Context: an optimization exercise on an open-source flow, tuned for a short achievable clock period and few clock cycles. The choices shown serve that exercise and are no tape-out recipe.
At most, simulation tests tie the RTL to the original design; equivalence was not proved.
No activity file was given, so power comes from the tool's default toggle rates.

==> zinc: inputs <==
Design romprog_core, start of the top module:
module romprog_core (
    input  wire        clk,
    input  wire        rst,
    input  wire        rx_valid,
    input  wire [7:0]  rx_data,
    output wire        rx_ready,
    output wire        tx_valid,
    output wire [7:0]  tx_data,
    input  wire        tx_ready,
    output wire        flash_req_valid,
    output wire [2:0]  flash_op,
    output wire [31:0] flash_addr,
    output wire [7:0]  flash_wdata,
    input  wire        flash_resp_valid,
    input  wire [7:0]  flash_rdata
);
    localparam [7:0]  MTL         = 8'd64;
    localparam [7:0]  MARKER      = 8'h7E;
    localparam [7:0]  ESCAPE      = 8'h7D;
    localparam [7:0]  ESC_XOR     = 8'h20;
    localparam [6:0]  MAX_PACKET  = 7'd71;
    localparam [7:0] OPC_PING = 8'd0, OPC_IDENT = 8'd1, OPC_READ = 8'd2,
                     OPC_WRITE = 8'd3, OPC_CRC = 8'd4, OPC_ERASE = 8'd5,
                     OPC_CHIP = 8'd6;
    localparam [2:0] F_READ = 3'd0, F_WRITE = 3'd1, F_ERASE_SECTOR = 3'd2,
                     F_ERASE_CHIP = 3'd3, F_ENTER_ID = 3'd4, F_LEAVE_ID = 3'd5,
                     F_READ_MFR = 3'd6, F_READ_DEV = 3'd7;
    function is_special;    
        input [7:0] b;
        begin
            is_special = (b[7:2] == 6'b011111) && (b[1] != b[0]);
        end
    endfunction
    reg        rx_ready_r;
    reg        in_frame;     
    reg        in_esc;       
    reg  [6:0] rl_q;         
    reg        clr_q;        
    reg        wv_q;         
    reg  [6:0] wa_q;
    reg  [7:0] wd_q;         
    reg        wl0, wl2, wl7, wl8, wl10;    
    assign rx_ready = rx_ready_r;
    wire [6:0] rl      = clr_q ? 7'd0 : (wv_q ? (rl_q + 7'd1) : rl_q);
    wire       rl_nz   = (rl != 7'd0);
    wire       rl_full = (rl == MAX_PACKET);
    wire take      = rx_valid && rx_ready_r;
    wire is_m, is_e;
    romprog_rx_class u_rx_class (.d(rx_data), .is_m(is_m), .is_e(is_e));
    wire cl_ok     = rx_ready_r && in_frame && rl_nz;    
    wire close_now = rx_valid && is_m && cl_ok;
    wire data_byte = take && !is_m && (in_esc || (in_frame && !is_e));
    wire append    = data_byte && !rl_full;
    wire [6:0] rl_m7 = rl - 7'd7;
    always @(posedge clk) begin
        wa_q <= rl;
        wd_q <= rx_ready_r ? (rx_data ^ (in_esc ? ESC_XOR : 8'h00)) : flash_rdata;
        wl0  <= append && (rl == 7'd0);
        wl2  <= append && (rl == 7'd2);
  ...
Settings: LEC_CHECK=0, CAP_MARGIN=20, CORE_MARGIN=2, CORE_UTILIZATION=40, PLACE_DENSITY=0.6, SLEW_MARGIN=20, SYNTH_HIERARCHICAL=1; clock period 10.0 ns.
standard.sh (not shown) runs the stock make flow with config.mk's settings and CLKGATE_MAP_FILE= SYNTH_SCRIPT=/design/flow/synth_recipe.tcl, a recipe that flattens the netlist after the stock synthesis.
==> flow/flow/run.sh <==
#!/bin/bash
# The standard layout, with repair_timing asked to reach more setup slack
# than the clock period alone demands (the SDC and period are unchanged).
set -euo pipefail
bash standard.sh SETUP_SLACK_MARGIN=7 finish > standard_flow.log 2>&1
==> inputs of indigo, as changes to zinc <==
--- a/flow/design.v
+++ b/flow/design.v
@@ -1,36 +1,7 @@
-module romprog_rx_class (
-    input  wire [7:0] d,
-    output wire       is_m,
-    output wire       is_e
-);
-    assign is_m = (d == 8'h7E);
-    assign is_e = (d == 8'h7D);
-endmodule
-module romprog_late_set (
-    input  wire m,
-    input  wire v,
-    input  wire a,
-    input  wire c,
-    input  wire r,
-    output wire y
-);
-    assign y = !r && ((m && v && a) || c);
-endmodule
-module romprog_late_clr (
-    input  wire m,
-    input  wire v,
-    input  wire a,
-    input  wire b,
-    input  wire c,
-    input  wire r,
-    output wire y
-);
-    assign y = r || (!(m && v && a) && b) || c;
-endmodule
 module romprog_core (
     input  wire        clk,
     input  wire        rst,
     input  wire        rx_valid,
     input  wire [7:0]  rx_data,
     output wire        rx_ready,
     output wire        tx_valid,
@@ -70,18 +41,17 @@
     reg  [7:0] wd_q;         
     reg        wl0, wl2, wl7, wl8, wl10;    
     assign rx_ready = rx_ready_r;
     wire [6:0] rl      = clr_q ? 7'd0 : (wv_q ? (rl_q + 7'd1) : rl_q);
     wire       rl_nz   = (rl != 7'd0);
     wire       rl_full = (rl == MAX_PACKET);
     wire take      = rx_valid && rx_ready_r;
-    wire is_m, is_e;
-    romprog_rx_class u_rx_class (.d(rx_data), .is_m(is_m), .is_e(is_e));
-    wire cl_ok     = rx_ready_r && in_frame && rl_nz;    
-    wire close_now = rx_valid && is_m && cl_ok;
+    wire is_m      = (rx_data == MARKER);
+    wire is_e      = (rx_data == ESCAPE);
+    wire close_now = take && is_m && in_frame && rl_nz;
     wire data_byte = take && !is_m && (in_esc || (in_frame && !is_e));
     wire append    = data_byte && !rl_full;
     wire [6:0] rl_m7 = rl - 7'd7;
     always @(posedge clk) begin
         wa_q <= rl;
         wd_q <= rx_ready_r ? (rx_data ^ (in_esc ? ESC_XOR : 8'h00)) : flash_rdata;
         wl0  <= append && (rl == 7'd0);
@@ -113,14 +83,15 @@
             end
         end
     end
     reg  [7:0] h0, h1, h2, h3, h4, h5, h6, h7, h8, h9, h10;
     reg  [7:0] mem [0:63];
     reg        mwen;          
     reg  [5:0] widx;
+    reg  [7:0] whi, wlo;      
     reg        x1;            
     always @(posedge clk) begin
         if (wv_q) begin
             case (wa_q)
                 7'd0:  h0  <= wd_q;
                 7'd1:  h1  <= wd_q;
                 7'd2:  h2  <= wd_q;
@@ -252,19 +223,23 @@
     assign flash_op        = fop;
     assign flash_addr      = {17'd0, faddr};
     assign flash_wdata     = fwd;
     wire [14:0] h3_h4_15 = {h4[6:0], h3};
     wire resp     = flash_resp_valid && fv;
     wire nv       = (fcnt[15:1] != 15'd0);    
     wire last_rsp = resp && !nv;
-    wire fv_d;
-    romprog_late_set u_fv (.m(is_m), .v(rx_valid), .a(cl_ok && has_ops),
-                           .c(!rx_ready_r && (resp ? nv : fv)), .r(rst), .y(fv_d));
-    always @(posedge clk)
-        fv <= fv_d;
+    always @(posedge clk) begin
+        if (rst) begin
+            fv <= 1'b0;
+        end else if (rx_ready_r) begin
+            fv <= close_now && has_ops;
+        end else if (resp) begin
+            fv <= nv;
+        end
+    end
     always @(posedge clk) begin
         if (rst) begin
             fop   <= 3'd0;
             faddr <= 15'd0;
             fwd   <= 8'd0;
         end else if (rx_ready_r) begin
             fop   <= first_op;
@@ -300,23 +275,30 @@
         end
     end
     wire [5:0] widx_nx = rx_ready_r ? rl_m7[5:0] :
                          x1 ? 6'd0 : (mwen ? (widx + 6'd1) : widx);
     always @(posedge clk) begin
         x1   <= rx_ready_r;
         widx <= widx_nx;
+        whi  <= 8'd1 << widx_nx[5:3];
+        wlo  <= 8'd1 << widx_nx[2:0];
         if (rst)
             mwen <= 1'b0;
         else
             mwen <= rx_ready_r ? (append && (rl >= 7'd7)) : (resp && c_read);
     end
-    always @(posedge clk) begin
-        if (mwen)
-            mem[widx] <= wd_q;
-    end
+    genvar gi;
+    generate
+        for (gi = 0; gi < 64; gi = gi + 1) begin : g_mem
+            always @(posedge clk) begin
+                if (mwen && whi[gi / 8] && wlo[gi % 8])
+                    mem[gi] <= wd_q;
+            end
+        end
+    endgenerate
     reg         crc_q, mfr_q, dev_q;
     reg  [15:0] crc;
     reg  [7:0]  id_mfr, id_dev;
     function [15:0] crc16_byte;
         input [15:0] c_in;
         input [7:0]  b;
         integer k;
@@ -402,43 +384,42 @@
             g = cur ^ ESC_XOR;
         else if (cur_sp)
             g = ESCAPE;
         else
             g = cur;
     end
     wire done_now = pop && q0l;
-    wire       go_x  = !done_now && (go || last_rsp);    
-    wire       v0_x  = pop ? (v1 || prod) : (v0 || prod);
-    reg  [1:0] pst_x;
-    always @(*) begin
-        pst_x = pst;
-        if (prod) begin
-            if (pst == P_BODY) begin
-                if (adv && last)
-                    pst_x = P_CLOSE;
-            end else
-                pst_x = P_IDLE;
-        end
-    end
-    wire go_d, tv_d, v0_d, pst1_d;
-    romprog_late_set u_go  (.m(is_m), .v(rx_valid), .a(cl_ok && !has_ops),
-                            .c(!rx_ready_r && go_x), .r(rst), .y(go_d));
-    romprog_late_set u_tv  (.m(is_m), .v(rx_valid), .a(cl_ok && !has_ops),
-                            .c(!rx_ready_r && go_x && v0_x), .r(rst), .y(tv_d));
-    romprog_late_set u_v0  (.m(is_m), .v(rx_valid), .a(cl_ok),
-                            .c(!rx_ready_r && v0_x), .r(rst), .y(v0_d));
-    romprog_late_set u_pst (.m(is_m), .v(rx_valid), .a(cl_ok),
-                            .c(!rx_ready_r && pst_x[1]), .r(rst), .y(pst1_d));
-    always @(posedge clk) begin
-        go     <= go_d;
-        tv     <= tv_d;
-        v0     <= v0_d;
-        pst[1] <= pst1_d;
-        pst[0] <= !rst && !rx_ready_r && pst_x[0];
-        v1     <= !rst && !rx_ready_r && !pop && (v1 || (v0 && prod));
+    wire go_nx    = rx_ready_r ? (close_now && !has_ops) :
+                    (!done_now && (go || last_rsp));
+    always @(posedge clk) begin
+        if (rst) begin
+            pst <= P_IDLE;
+            go  <= 1'b0;
+            tv  <= 1'b0;
+            v0  <= 1'b0;
+            v1  <= 1'b0;
+        end else if (rx_ready_r) begin
+            go  <= go_nx;
+            tv  <= go_nx;
+            v0  <= close_now;
+            v1  <= 1'b0;
+            pst <= close_now ? P_BODY : P_IDLE;
+        end else begin
+            go <= go_nx;
+            tv <= (pop ? (v1 || prod) : (v0 || prod)) && go_nx;
+            v0 <= pop ? (v1 || prod) : (v0 || prod);
+            v1 <= !pop && (v1 || (v0 && prod));
+            if (prod) begin
+                if (pst == P_BODY) begin
+                    if (adv && last)
+                        pst <= P_CLOSE;
+                end else
+                    pst <= P_IDLE;
+            end
+        end
     end
     always @(posedge clk) begin
         if (rx_ready_r) begin
             pj      <= 7'd0;
             pkn     <= 6'd61;
             eh      <= 1'b0;
             cur     <= opcode;
@@ -487,13 +468,16 @@
             q0l <= gl;
         end
         if (pop || !v1) begin
             q1d <= g;
             q1l <= gl;
         end
     end
-    wire rx_ready_d;
-    romprog_late_clr u_rx_ready (.m(is_m), .v(rx_valid), .a(cl_ok), .b(rx_ready_r),
-                                 .c(!rx_ready_r && done_now), .r(rst), .y(rx_ready_d));
-    always @(posedge clk)
-        rx_ready_r <= rx_ready_d;
+    always @(posedge clk) begin
+        if (rst)
+            rx_ready_r <= 1'b1;
+        else if (rx_ready_r)
+            rx_ready_r <= !close_now;
+        else
+            rx_ready_r <= done_now;
+    end
 endmodule
==> flow/flow/run.sh (replaced) <==
#!/bin/bash
# The standard layout, with repair_timing asked to reach more setup slack
# than the clock period alone demands (the SDC and period are unchanged).
set -euo pipefail
bash standard.sh SETUP_SLACK_MARGIN=6.88 finish > standard_flow.log 2>&1
--- a/flow/config.mk
+++ b/flow/config.mk
@@ -6,8 +6,7 @@
 export NUM_CORES = 4
 export LEC_CHECK = 0
 export CAP_MARGIN = 20
 export CORE_MARGIN = 2
 export CORE_UTILIZATION = 40
 export PLACE_DENSITY = 0.6
 export SLEW_MARGIN = 20
-export SYNTH_HIERARCHICAL = 1
==> inputs of onyx, as changes to zinc <==
--- a/flow/config.mk
+++ b/flow/config.mk
@@ -6,8 +6,7 @@
 export NUM_CORES = 4
 export LEC_CHECK = 0
 export CAP_MARGIN = 20
 export CORE_MARGIN = 2
 export CORE_UTILIZATION = 40
 export PLACE_DENSITY = 0.6
 export SLEW_MARGIN = 20
-export SYNTH_HIERARCHICAL = 1
==> qor summary <==
| item | onyx | indigo | zinc |
|---|---|---|---|
| Status | complete, no violations | complete, no violations | complete, no violations |
| Met1 routed wirelength after detailed routing | 50.4 mm | 96.1 mm | 48.5 mm |
| Grt met2 use | 0.367 | 0.628 | 0.358 |
| Die outline width | 325 um | 323 um | 326 um |
| Antenna violations before repair | 3 | 41 | 2 |
| Routed Wire Length | 126 mm | 253 mm | 121 mm |
| Cell leakage power | 16.5 nW | 18.2 nW | 16.4 nW |
| Slew headroom | 0.225 | 0.0638 | 0.251 |
| Register-to-register setup slack | 6.88 ns | 6.57 ns | 6.85 ns |
| Post-DR vias/cell | 6.11 | 7.02 | 5.96 |
| Synth Area per Inst | 15.2 um^2 | 11.9 um^2 | 15.1 um^2 |
| Total Power Consumption | 7.64 mW | 8.12 mW | 7.53 mW |
| Length of routed met3 wiring | 12.8 mm | 37.0 mm | 11.1 mm |
| Share of synthesized area spent on multiplexers | 0.205 | 0.0274 | 0.203 |
| Clock latency at the later pin of the worst-skew pair | 0.68 ns | 0.73 ns | 0.69 ns |
| Part of the total power dissipated in sequential elements | 0.523 | 0.494 | 0.531 |
| Final worst slack | 6.84 ns | 6.57 ns | 6.84 ns |
| Critical path class | reg -> out | reg -> reg | reg -> out |
| Actual transition at the worst max-transition pin | 1.16 ns | 1.40 ns | 1.12 ns |
| Die height | 325 um | 323 um | 326 um |
| Beginning of the worst hold path | h4[3] | iseq | iseq |
| Area of the die | 106000 um^2 | 104000 um^2 | 106000 um^2 |
| Worst Hold Path EP | pc_a4k[11] | iseq | iseq |
| Count of flip-flops and latches | 891 | 895 | 891 |
| Compound-cell area share of the yosys netlist | 0.0476 | 0.154 | 0.0443 |
| Flip-flop and latch power | 3.99 mW | 4.01 mW | 3.99 mW |
| Final Skew | 0.0427 ns | 0.0286 ns | 0.0492 ns |
Testbench counts of zinc, summed over its fixed seeds: cycles 45,774.
Testbench counts of onyx, summed over its fixed seeds: cycles 45,774.
For indigo, only the layout was checked, not whether the RTL still works.

separate check: timing with driven ports:
The flow's constraints put no driver on any port. The routed layouts listed below were extracted and timed again, unchanged, in two steps.
Step 1 (the two cells are an assumption about what drives the block):
set clk [get_ports {clk}]
set_driving_cell -lib_cell sky130_fd_sc_hd__clkbuf_16 $clk
set_driving_cell -lib_cell sky130_fd_sc_hd__buf_2 [delete_from_list [all_inputs] $clk]
Step 2 times the ports against the registers' clock, not the clock port: input delays grow and output delays shrink by t, the midpoint of the rising clock arrivals with the driver on.
Slacks: no drivers / after step 1 / after step 2; pairs: no drivers / after step 1.
run | t (ns) | setup slack, ns | hold slack, ns | worst register clock-pin slew, ns
zinc | 0.744 | 6.839 / 6.762 / 6.352 | 0.469 / 0.469 / 0.469 | 0.06 / 0.06
indigo | 0.789 | 6.565 / 6.565 / 6.186 | 0.483 / 0.483 / 0.483 | 0.07 / 0.07
onyx | 0.739 | 6.838 / 6.762 / 6.341 | 0.455 / 0.455 / 0.455 | 0.07 / 0.07
After both steps setup and hold are still met in every run listed. For onyx, which loses most, drivers alone change the setup slack by -0.076 ns; drivers and shift together by -0.497 ns.
